This design comes from an exercise in tuning for small area, a short achievable clock period and few clock cycles per item on the open sky130 flow, not from production work.
Function was checked by simulation only, so behaviour that the tests miss may differ from the original.
Power and IR drop assume default switching activity.

job 2825:
Design ccp_link, start of the top module:
module ccp_link (
    input  wire        clk,
    input  wire        rst,         
    input  wire        op_valid,
    output wire        op_ready,
    input  wire [7:0]  op_sel,
    input  wire [7:0]  op_a,
    input  wire [7:0]  op_b,
    input  wire [63:0] op_d,
    input  wire [3:0]  op_len,
    input  wire        op_ext,
    output reg         rsp_valid,
    output reg  [2:0]  rsp_err,
    output reg  [63:0] rsp_data,
    output reg         rsp_reply,
    output reg         rsp_known,
    output reg  [3:0]  rsp_member
);
Size: about 610 cells after synthesis, ~170 I/O pins, about 0.0054 mm^2 of cells after synthesis.
clock: 4.0 ns
lec_check: 0
cap_margin: 20
core_margin: 2
core_utilization: 40
setup_slack_margin: 2.6
slew_margin: 20
tns_end_percent: 0
standard.sh (not shown) runs the stock make flow with config.mk's settings and CLKGATE_MAP_FILE= SYNTH_SCRIPT=/design/flow/synth_recipe.tcl, a recipe that flattens the netlist after the stock synthesis.
==> flow/flow/run.sh <==
#!/bin/bash
# The standard layout (the standard.sh, the same ORFS make call) with two changes:
#  - the port buffers are the smallest plain buffer, sky130_fd_sc_hd__buf_1,
#    instead of the one buffer_ports picks itself;
#  - the slow 4-high stacks (or4/nor4 and their b/bb forms, a2111/o2111) and the
#    3-input xor cells are kept out of synthesis and repair (DONT_USE_CELLS is
#    extended, the platform's own list is still appended by the platform config).
# Each ORFS step writes its own log under orfs/logs/; make's output goes to standard.log.
set -e
slow=""
for c in or4 or4b or4bb nor4 nor4b nor4bb xor3 xnor3 a2111o a2111oi o2111a o2111ai; do
  for s in 0 1 2 4; do slow="$slow sky130_fd_sc_hd__${c}_$s"; done
done
cp config.mk flow_config.mk
echo "export DONT_USE_CELLS = $slow" >> flow_config.mk
sed "s#DESIGN_CONFIG=[^ ]*#DESIGN_CONFIG=$PWD/flow_config.mk#" standard.sh > flow_standard.sh
export BUFFER_PORTS_ARGS="-buffer_cell sky130_fd_sc_hd__buf_1"
bash flow_standard.sh > standard.log 2>&1
Testbench counts of job 2825, summed over its fixed seeds: cycles 4,248, items 4,232.
> inputs changed (job 2825 -> job 5361)
--- a/flow/config.mk
+++ b/flow/config.mk
@@ -8,6 +8,6 @@
 export CAP_MARGIN = 20
 export CORE_MARGIN = 2
-export CORE_UTILIZATION = 40
-export SETUP_SLACK_MARGIN = 2.6
+export CORE_UTILIZATION = 80
+export SETUP_SLACK_MARGIN = 2.3
 export SLEW_MARGIN = 20
 export TNS_END_PERCENT = 0
Results
- Diff job 2825 -> job 5361 | x dimension of the die | decrease of 28%
- [job 5361 vs job 2825] initial cell density of the core: higher in job 5361
- Reported for job 2825 and job 5361, adder and majority cell fraction of the synthesized area turned out identical to the last digit.
- Reported for job 2825 and job 5361, sequential fraction of the synthesis area turned out identical to the last digit.
- Status(job 5361) = ERROR, stage = global placement (3_3_place_gp)
- Job 2825 | status: complete | timing, DRC, antenna: pass
- Diff job 5361..job 2825 | proportion of synthesized area in mux cells | unchanged
- Diff job 2825 -> job 5361: mean post-synth cell area did not really move; site row count decreased 13; vertical extent of the die -28%.
Inputs modified between job 5361 and job 7162:
--- a/flow/config.mk
+++ b/flow/config.mk
@@ -8,6 +8,6 @@
 export CAP_MARGIN = 20
 export CORE_MARGIN = 2
-export CORE_UTILIZATION = 80
-export SETUP_SLACK_MARGIN = 2.3
+export CORE_UTILIZATION = 40
+export SETUP_SLACK_MARGIN = 1.9
 export SLEW_MARGIN = 20
 export TNS_END_PERCENT = 0
- In summary, job 7162 completed successfully, with a layout that passed the timing, DRC and antenna checks.
- Row count up 45% in job 7162 wrt job 5361
- Reported for job 7162 and job 5361, total of flip-flops plus latches after synthesis turned out identical to the last digit.
- From job 7162 to job 5361, unique cell type count in the Yosys netlist did not move at all.
- Against job 5361, job 7162 comes in 34 um higher on height of the die.
- Between job 7162 and job 5361, the area after synthesis figures differ only marginally.
- On chip width: between job 7162 and job 5361, it ends up lower for job 5361.

Another version of the RTL of ccp_link (not shown whole).
Size in the first run: about 610 cells after synthesis, about 170 I/O pins.
clock: 4.0 ns
lec_check: 0
cap_margin: 20
core_margin: 2
core_utilization: 40
setup_slack_margin: 2.2
slew_margin: 20
synth_hierarchical: 1
synth_minimum_keep_size: 0
tns_end_percent: 0
==> flow/flow/run.sh <==
#!/bin/bash
# The standard layout, with the port buffers made from the smallest plain
# buffer (sky130_fd_sc_hd__buf_1) instead of the one buffer_ports picks itself.
# Each ORFS step writes its own log under orfs/logs/; make's output goes to standard.log.
export BUFFER_PORTS_ARGS="-buffer_cell sky130_fd_sc_hd__buf_1"
bash standard.sh > standard.log 2>&1
The starting point finished with timing, DRC and antenna clean.
Testbench counts at the start, summed over its fixed seeds: cycles 4,248, items 4,232.
Rerun with:
Settings changed: SETUP_SLACK_MARGIN 2.2 to unset, SYNTH_HIERARCHICAL 1 to unset, SYNTH_MINIMUM_KEEP_SIZE 0 to unset, TNS_END_PERCENT 0 to unset.
Effect: The new run went through all stages and came out clean. Power came out lower by 14%. Die area falls by 3.3%. Synthesized cell count stays the same. Design area came out lower by 6.3%. Count of clock-buffer cells in the layout is higher by 1. Non-clock buffer count fell by 7.

-- re-timing with driven ports --
In the flow no input, the clock included, has a driving cell. The finished layouts below were timed again as built, in two steps.
Step 1 sets driving cells, clkbuf_16 on the clock port and buf_2 on the other inputs (assumed; they add their load-dependent delay and slew).
Step 2 times the ports against the registers' clock, not the clock port: input delays grow and output delays shrink by t, the midpoint of the rising clock arrivals with the driver on.
Slacks: ideal ports / drivers / drivers and shift; pairs: ideal ports / drivers.
run | t, ns | slack for setup (ns) | worst setup path at the end | slew at the worst register clock pin (ns) | worst slew at a driven data input, ns
job 2825 | 0.397 | 1.867 / 1.888 / 1.491 | input to register | 0.07 / 0.07 | 0.05
job 7162 | 0.397 | 1.861 / 1.879 / 1.482 | input to register | 0.07 / 0.07 | 0.04
the first run of note 2 | 0.396 | 1.571 / 1.594 / 1.199 | input to register | 0.08 / 0.08 | 0.06
the second run of note 2 | 0.398 | 0.817 / 0.839 / 0.442 | input to register | 0.07 / 0.07 | 0.05
After both steps setup and hold are still met in every run listed. For job 7162, which loses most, drivers alone change the setup slack by +0.018 ns; drivers and shift together by -0.379 ns.
